From an optimization exercise on the open Yosys and OpenROAD flow, aimed at small area and a short achievable clock period; shortcuts taken in it are not production practice.
Only simulation tests tie the RTL to the original design; equivalence was not proved.
Power figures rest on the tool's default switching activity, not on a simulated workload.

`flow/config.mk`:
```
export PLATFORM = sky130hd
export DESIGN_NAME = jtag_pdi_sniffer
export DESIGN_NICKNAME = jtag_pdi_sniffer
export VERILOG_FILES = /design/flow/design.v
export SDC_FILE = /design/flow/constraint.sdc
export NUM_CORES = 4
export LEC_CHECK = 0
export CAP_MARGIN = 20
export CORE_MARGIN = 2
export CORE_UTILIZATION = 40
export SLEW_MARGIN = 20
```
`flow/design.v`:
```
module jtag_pdi_sniffer (
    input  wire       clk,
    input  wire       rst,         
    input  wire       smp_valid,   
    input  wire       tms,
    input  wire       tdi,
    input  wire       tdo,
    output wire       out_valid,
    output wire [7:0] out_data,
    output reg        pdi_err
);
    localparam [3:0] IR_IDCODE = 4'h3;
    localparam [3:0] IR_PDICOM = 4'h7;
    localparam [3:0] S_RESET      = 4'd0,
                     S_IDLE       = 4'd1,
                     S_SELECT_DR  = 4'd2,
                     S_CAPTURE_DR = 4'd3,
                     S_SHIFT_DR   = 4'd4,
                     S_EXIT1_DR   = 4'd5,
                     S_PAUSE_DR   = 4'd6,
                     S_EXIT2_DR   = 4'd7,
                     S_UPDATE_DR  = 4'd8,
                     S_SELECT_IR  = 4'd9,
                     S_CAPTURE_IR = 4'd10,
                     S_SHIFT_IR   = 4'd11,
                     S_EXIT1_IR   = 4'd12,
                     S_PAUSE_IR   = 4'd13,
                     S_EXIT2_IR   = 4'd14,
                     S_UPDATE_IR  = 4'd15;
    localparam [3:0] OP_LDS    = 4'h0,
                     OP_LD     = 4'h1,
                     OP_STS    = 4'h2,
                     OP_ST     = 4'h3,
                     OP_LDCS   = 4'h4,
                     OP_REPEAT = 4'h5,
                     OP_STCS   = 4'h6,
                     OP_KEY    = 4'h7,
                     OP_IDLE   = 4'hF;
    reg [3:0]  tap;
    reg [3:0]  ir;
    reg [3:0]  irs;
    reg [31:0] dri;
    reg [31:0] dro;
    reg [31:0] idcode;
    reg        id_evt;
    reg [8:0]  pdi_w;
    reg [8:0]  pdi_r;
    reg        pdi_evt;
    reg [3:0] tap_next;
    always @(*) begin
        case (tap)
            S_RESET:      tap_next = tms ? S_RESET     : S_IDLE;
            S_IDLE:       tap_next = tms ? S_SELECT_DR : S_IDLE;
            S_SELECT_DR:  tap_next = tms ? S_SELECT_IR : S_CAPTURE_DR;
            S_CAPTURE_DR: tap_next = tms ? S_EXIT1_DR  : S_SHIFT_DR;
            S_SHIFT_DR:   tap_next = tms ? S_EXIT1_DR  : S_SHIFT_DR;
            S_EXIT1_DR:   tap_next = tms ? S_UPDATE_DR : S_PAUSE_DR;
            S_PAUSE_DR:   tap_next = tms ? S_EXIT2_DR  : S_PAUSE_DR;
            S_EXIT2_DR:   tap_next = tms ? S_UPDATE_DR : S_SHIFT_DR;
            S_UPDATE_DR:  tap_next = tms ? S_SELECT_DR : S_IDLE;
            S_SELECT_IR:  tap_next = tms ? S_RESET     : S_CAPTURE_IR;
            S_CAPTURE_IR: tap_next = tms ? S_EXIT1_IR  : S_SHIFT_IR;
            S_SHIFT_IR:   tap_next = tms ? S_EXIT1_IR  : S_SHIFT_IR;
            S_EXIT1_IR:   tap_next = tms ? S_UPDATE_IR : S_PAUSE_IR;
            S_PAUSE_IR:   tap_next = tms ? S_EXIT2_IR  : S_PAUSE_IR;
            S_EXIT2_IR:   tap_next = tms ? S_UPDATE_IR : S_SHIFT_IR;
            default:      tap_next = tms ? S_SELECT_DR : S_IDLE;  
        endcase
    end
    always @(posedge clk) begin
        if (rst) begin
            tap     <= S_RESET;
            ir      <= IR_IDCODE;
            irs     <= 4'h0;
            dri     <= 32'h0;
            dro     <= 32'h0;
            idcode  <= 32'h0;
            id_evt  <= 1'b0;
            pdi_w   <= 9'h0;
            pdi_r   <= 9'h0;
            pdi_evt <= 1'b0;
        end else begin
            id_evt  <= 1'b0;
            pdi_evt <= 1'b0;
            if (smp_valid) begin
                case (tap)
                    S_RESET:     ir  <= IR_IDCODE;
                    S_SHIFT_DR: begin
                        dri <= {tdi, dri[31:1]};
                        dro <= {tdo, dro[31:1]};
                    end
                    S_UPDATE_DR: begin
                        if (ir == IR_IDCODE) begin
                            idcode <= dri;
                            id_evt <= 1'b1;
                        end else if (ir == IR_PDICOM) begin
                            pdi_w   <= dri[30:22];
                            pdi_r   <= dro[30:22];
                            pdi_evt <= 1'b1;
                        end
                    end
                    S_SHIFT_IR:  irs <= {tdi, irs[3:1]};
                    S_UPDATE_IR: ir  <= irs;
                    default: ;
                endcase
                tap <= tap_next;
            end
        end
    end
    reg [3:0]  opcode;
    reg [3:0]  arg;
    reg [7:0]  data;
    reg [34:0] wcnt;
    reg [34:0] rcnt;
    reg [31:0] rep;
    reg [31:0] acc;
    reg        cap_rep;    
    reg        byte_rdy;
    wire       wr     = (opcode == OP_IDLE) || (wcnt != 35'd0);
    wire [8:0] frame  = wr ? pdi_w : pdi_r;
    wire       par_bad = ^frame;
    wire [7:0] b      = frame[7:0];
    wire [2:0] size_a = {1'b0, b[3:2]} + 3'd1;
    wire [2:0] size_b = {1'b0, b[1:0]} + 3'd1;
    wire [32:0] rep_p1   = {1'b0, rep} + 33'd1;
    wire [34:0] rep_cnt  = {2'b00, rep_p1} * {32'd0, size_b};
    wire [34:0] wcnt_dec = wcnt - 35'd1;
    wire [34:0] rcnt_dec = (rcnt == 35'd0) ? 35'd0 : rcnt - 35'd1;
    wire [31:0] acc_next = {acc[23:0], b};
    reg [31:0] rep_new;
    always @(*) begin
        case (arg[1:0])
            2'd0:    rep_new = {24'd0, acc_next[7:0]};
            2'd1:    rep_new = {16'd0, acc_next[15:0]};
            2'd2:    rep_new = {8'd0,  acc_next[23:0]};
            default: rep_new = acc_next;
        endcase
    end
    always @(posedge clk) begin
        if (rst) begin
            opcode   <= OP_IDLE;
            arg      <= 4'h0;
            data     <= 8'h0;
            wcnt     <= 35'd0;
            rcnt     <= 35'd0;
            rep      <= 32'd0;
            acc      <= 32'd0;
            cap_rep  <= 1'b0;
            byte_rdy <= 1'b0;
            pdi_err  <= 1'b0;
        end else begin
            byte_rdy <= 1'b0;
            pdi_err  <= 1'b0;
            if (pdi_evt) begin
                if (par_bad) begin
                    pdi_err <= 1'b1;
                    opcode  <= OP_IDLE;
                    wcnt    <= 35'd0;
                    rcnt    <= 35'd0;
                    cap_rep <= 1'b0;
                end else if (wr && opcode == OP_IDLE) begin
                    data   <= b;
                    opcode <= b[7:4];
                    arg    <= b[3:0];
                    case (b[7:4])
                        OP_LDS: begin
                            wcnt <= {32'd0, size_a};
                            rcnt <= {32'd0, size_b};
                        end
                        OP_LD: begin
                            wcnt <= 35'd0;
                            rcnt <= rep_cnt;
                            rep  <= 32'd0;
                        end
                        OP_STS: begin
                            wcnt <= {32'd0, size_a} + {32'd0, size_b};
                            rcnt <= 35'd0;
                        end
                        OP_ST: begin
                            wcnt <= rep_cnt;
                            rcnt <= 35'd0;
                            rep  <= 32'd0;
                        end
                        OP_LDCS: begin
                            wcnt <= 35'd0;
                            rcnt <= 35'd1;
                        end
                        OP_REPEAT: begin
                            wcnt    <= {32'd0, size_b};
                            rcnt    <= 35'd0;
                            cap_rep <= 1'b1;
                        end
                        OP_STCS: begin
                            wcnt <= 35'd1;
                            rcnt <= 35'd0;
                        end
                        OP_KEY: begin
                            wcnt <= 35'd8;
                            rcnt <= 35'd0;
                        end
                        OP_IDLE: ;
                        default: begin
                            wcnt    <= 35'd0;
                            rcnt    <= 35'd0;
                            cap_rep <= 1'b0;
                        end
                    endcase
                end else if (wr) begin
                    data     <= b;
                    wcnt     <= wcnt_dec;
                    byte_rdy <= 1'b1;
                    if (cap_rep) begin
                        acc <= acc_next;
                        if (wcnt_dec == 35'd0) begin
                            rep     <= rep_new;
                            cap_rep <= 1'b0;
                        end
                    end
                    if (wcnt_dec == 35'd0 && rcnt == 35'd0)
                        opcode <= OP_IDLE;
                end else begin
                    data     <= b;
                    rcnt     <= rcnt_dec;
                    byte_rdy <= 1'b1;
                    if (rcnt_dec == 35'd0)
                        opcode <= OP_IDLE;
                end
            end
        end
    end
    reg [39:0] obuf;
    reg [2:0]  ocnt;
    always @(posedge clk) begin
        if (rst) begin
            obuf <= 40'd0;
            ocnt <= 3'd0;
        end else if (id_evt) begin
            obuf <= {8'h10, idcode};
            ocnt <= 3'd5;
        end else if (byte_rdy) begin
            obuf <= {8'h11, data, 24'd0};
            ocnt <= 3'd2;
        end else if (ocnt != 3'd0) begin
            obuf <= {obuf[31:0], 8'd0};
            ocnt <= ocnt - 3'd1;
        end
    end
    assign out_valid = (ocnt != 3'd0);
    assign out_data  = obuf[39:32];
endmodule
```
`flow/constraint.sdc`:
```
create_clock -name core_clock -period 6.5 [get_ports {clk}]
set_input_delay 1.3000 -clock core_clock [delete_from_list [all_inputs] [get_ports {clk}]]
set_output_delay 1.3000 -clock core_clock [all_outputs]
set_load 0.01 [all_outputs]
```
`flow/run.sh`:
```
#!/bin/bash
# synth_recipe.tcl (not shown) runs the flow's synth.tcl, then flattens the netlist and writes it again
# the make line also repeats each setting of config.mk as NAME=value (left out here)
make -C /OpenROAD-flow-scripts/flow DESIGN_CONFIG=/design/flow/config.mk WORK_HOME=/design/flow/orfs CLKGATE_MAP_FILE= SYNTH_SCRIPT=/design/flow/synth_recipe.tcl finish
```
==> summary.md <==
| Metric | Value |
|---|---|
| Status | timing/DRC/antenna clean |
| Crit share post-route | 0.9600 |
| Hold depth | 2 |
| Gr usage total | 0.2342 |
| Post-synthesis register bit count | 292 |
| TritonCTS clock tree | done |
| Drt via density | 5.653 |
| Sequential area share after synthesis | 0.3296 |
| Crit path kind | register to register |
| Crit-path cells | or3_1, or4_1, or4_1, or3_1, o21ai_2, buf_4, nand2_1, fa_1, inv_1, fa_1, a21oi_1, o21ai_0, o21a_1, a221o_1, a31oi_1, xor2_2, o22ai_1, a22oi_1, nor2_1 |
| Vias | 16.88k |
| Final ANT Viol Nets | 0 |
| Maximum VDD drop | around 190 µV |
| Number of synthesized flops with an enable pin | 0 |
| Initial antenna violation count | 0 |
| Postcts setup bufs | 0 |
| Worst-Skew Late Latency | about 560 ps |
| Final wirelength | 54.82 mm |
| Dpl cell area | roughly 0.019 mm² |
| R2R cell count | 19 |
| Startpoint Class | register |
| Wire per inst | between 15 and 20 µm |
| Final hold violation count | 0 |
| Post-DP HPWL | about 40 mm |
| Unrepaired setup endpoints after global routing | true |
| IO buf count | 15 |
| Drt first pass iters | 5 |
| I/O pins | 16 |
| Post-route cell area | 0.01978 mm² |
| Syn avg cell area | roughly 7.4 µm² |
| Max Slew Vio Count | 0 |
| Drt drc | 0 |
| Post-Syn Area | around 0.018 mm² |
| Mapped Nets | approximately 2.5k |
| Fin crit period | 6240 ps |
| Reg clk slew, reported paths | 60 ps |
| F_max | between 150 and 200 MHz |
| Post-synth top area cell | dfxtp_1 |
| Largest net degree at the start of global routing | 81 |
| Core area | 0.04403 mm² |
| CTS resizes | 0 |
| Final Wtd Congestion | 0.9515 |
| Top FF cell, synth | dfxtp_1 |
| Setup violators final | 0 |
| Clk root buf | clkbuf_16 |
| Clock skew | 24.48 ps |
| Initial Util | 0.4028 |
| Syn-to-layout area delta | 11.56% |
| Die height | approximately 210 µm |
| HP Class | register to register |
| Synth warn | 1 |
| First-pass GRT wire length | 88.13 mm |
| Power density over cell area | 219.3 mW/mm² |
| Slowest stage delay, CP | roughly 600 ps |
| Max-slew headroom | 0.3314 |
| Worst-margin pin slew | 999.2 ps |
| Distinct cells, synth | 75 |
| GR Overflow Total | 0 |
| Post-synth ARST share | 0 |
| Die Area | 0.04604 mm² |
| Worst path slowest cell | or4_1 |
| Critical Path AT | 6670 ps |
| Critical path peak fanout | 13 |
| Ant. Diodes | 0 |
| Worst setup EP type | register |
| Initial DRC count | between 1k and 1.5k |
| Layout cells sized above 1 | 0.06853 |
| # H-tree levels | 2 |
| Chip width | 214.6 µm |
| Yosys top cell area share | 0.3296 |
| Lkg Pwr | roughly 7.7 nW |
| Max clock buf depth | 3 |
| Req. time, crit path | ~6900 ps |
| Syn Inst Count | 2411 |
| # Max-Cap Violations | 0 |
| Setup_tns | 0 ps |
| Vias in the first global route | 16.05k |
| # hold bufs at CTS | 0 |
| Num CTS Buffers | 35 |
| Area contributors post-synth | dfxtp_1 33%, nand2_1 9.8%, a21oi_1 7.5%, nor2_1 5.4%, fa_1 3.7% |
| Layout fillers | about 4.6k |
| Row Count | 77 |
| # clock sinks | slightly below 300 |
| Final nets | 2460 |
==> through the flow <==
step / hold WS, ps / setup slack, ps / std cells / util / power, mW
2_1_floorplan: 431.9 / 377.5 / 2411 / - / 2.230
3_3_place_gp: 444.3 / 220.9 / 2925 / 0.4214 / 2.333
3_5_place_dp: 446.5 / 87.28 / 2925 / 0.4214 / 2.342
4_1_cts: 454.8 / 47.22 / 2985 / 0.4486 / 4.392
5_1_grt: 470.3 / -5.691 / 2985 / 0.4493 / 4.528
6_report: 454.0 / 259.9 / 2985 / 0.4493 / 4.338
==> cell families (layout without fill, tap and decap cells) <==
family,after synthesis,after routing,synth area share
flops,292,292,0.3296
fa+ha+maj,84,84,0.07323
mux,29,29,0.01665
simple gates,1057,1057,0.2690
compound gates,590,590,0.2063
buf+inv,265,247,0.05799
xor+xnor,94,94,0.04720
==> routing by layer <==
metal | global-route usage | part of all wire
met2 | 0.4021 | 0.48
met1 | 0.3018 | 0.44
met4 | 0.07755 | 0.033
met3 | 0.03362 | 0.044
met5 | 0 | 0
==> flip-flops by register name, indices dropped and copies added, names as in the netlist, 2 cells and up <==
signal / count
obuf: 40
rcnt: 35
wcnt: 35
dri: 32
idcode: 32
rep: 32
acc: 24
dro: 10
pdi_r: 9
pdi_w: 9
data: 8
ir: 4
irs: 4
opcode: 4
tap: 4
ocnt: 3
arg: 2
==> power by group <==
part / switching [mW] / total (mW) / internal (mW) / leakage (nW)
Sequential: 0.0365 / 1.89 / 1.85 / 2.35
Combinational: 0.275 / 0.414 / 0.138 / 4.76
Clock: 0.819 / 2.04 / 1.22 / 0.581
Total: 1.13 / 4.34 / 3.21 / 7.69
==> path summary, 6_finish.rpt <==
| kind | from | to | slack [ps] |
|---|---|---|---|
| setup / recovery | wcnt[12] | rcnt[16] | 260 |
| hold reg to reg | pdi_w[7] | pdi_w[7] | 450 |
| hold / removal | pdi_w[7] | pdi_w[7] | 450 |
| setup reg to reg | wcnt[12] | rcnt[16] | 260 |
==> area by class of cell <==
| cell class | instances | area [µm²] | area share |
|---|---|---|---|
| tap | 592 | 740.7 | 0.03744 |
| sequential | 292 | 5846 | 0.2955 |
| clock inverter | 13 | 187.7 | 0.009486 |
| timing repair buffer | 80 | 658.1 | 0.03327 |
| multi-input combinational | 1854 | 10940 | 0.5529 |
| inverter | 107 | 401.6 | 0.02030 |
| clock buffer | 47 | 1011 | 0.05110 |
==> worst max-delay path, delay by kind of cell, from the launching register on <==
kind | cells | cell delay (ps)
compound gates | 8 | 1900
xor+xnor | 1 | 410
buf+inv | 2 | 290
flops | 1 | 360
fa+ha+maj | 2 | 990
simple gates | 6 | 2180
==> Yosys cell counts, types with 10 or more instances <==
| master | n |
|---|---|
| nand2_1 | 463 |
| dfxtp_1 | 292 |
| a21oi_1 | 265 |
| nor2_1 | 254 |
| clkbuf_1 | 139 |
| inv_1 | 106 |
| o21ai_0 | 76 |
| nor3_1 | 64 |
| xnor2_1 | 52 |
| ha_1 | 51 |
| nand3_1 | 51 |
| xor2_1 | 41 |
| nand4_1 | 39 |
| a211oi_1 | 34 |
| a22oi_1 | 34 |
| fa_1 | 33 |
| or3_1 | 30 |
| nor4_1 | 27 |
| a21o_1 | 25 |
| mux2i_1 | 25 |
| o22ai_1 | 23 |
| or2_0 | 21 |
| nand2b_1 | 17 |
| a31oi_1 | 14 |
| nor2b_1 | 13 |
| and3_1 | 12 |
| or2_2 | 12 |
| and2_1 | 11 |
| o32ai_1 | 11 |
| o211ai_1 | 10 |
==> layout by cell type (no fill, tap or decap), types with 26 or more instances in the layout <==
master / count
xnor2_1: 52
dfxtp_1: 292
xor2_1: 39
ha_1: 51
nor3_1: 64
buf_4: 63
or3_1: 30
nand4_1: 39
a22oi_1: 34
inv_1: 106
a211oi_1: 34
nand2_1: 463
clkbuf_16: 35
nor2_1: 253
nor4_1: 26
a21oi_1: 264
o21ai_0: 76
nand3_1: 51
fa_1: 33

## static timing again, ports no longer ideal
How much do the figures lean on ideal ports? The routed layout below was timed once more, with nothing changed but the port constraints. Step 1, drivers: a clkbuf_16 drives clk and a buf_2 each remaining input, both assumed. Step 2 moves the port delays by t, midway between the first and last clock arrival at a register: inputs arrive t later, outputs are due t later. That takes back most of the time a late clock gives input paths. Three values: no drivers, after step 1, after step 2; two values: the first two.
t (ns): 0.609
setup WS [ns]: 0.260 / 0.260 / 0.260
worst register clock-pin slew, ns: 0.06 / 0.06
After both steps this run still meets setup and hold. For this run, drivers alone change the setup slack by 0.000 ns; drivers and shift together by 0.000 ns.
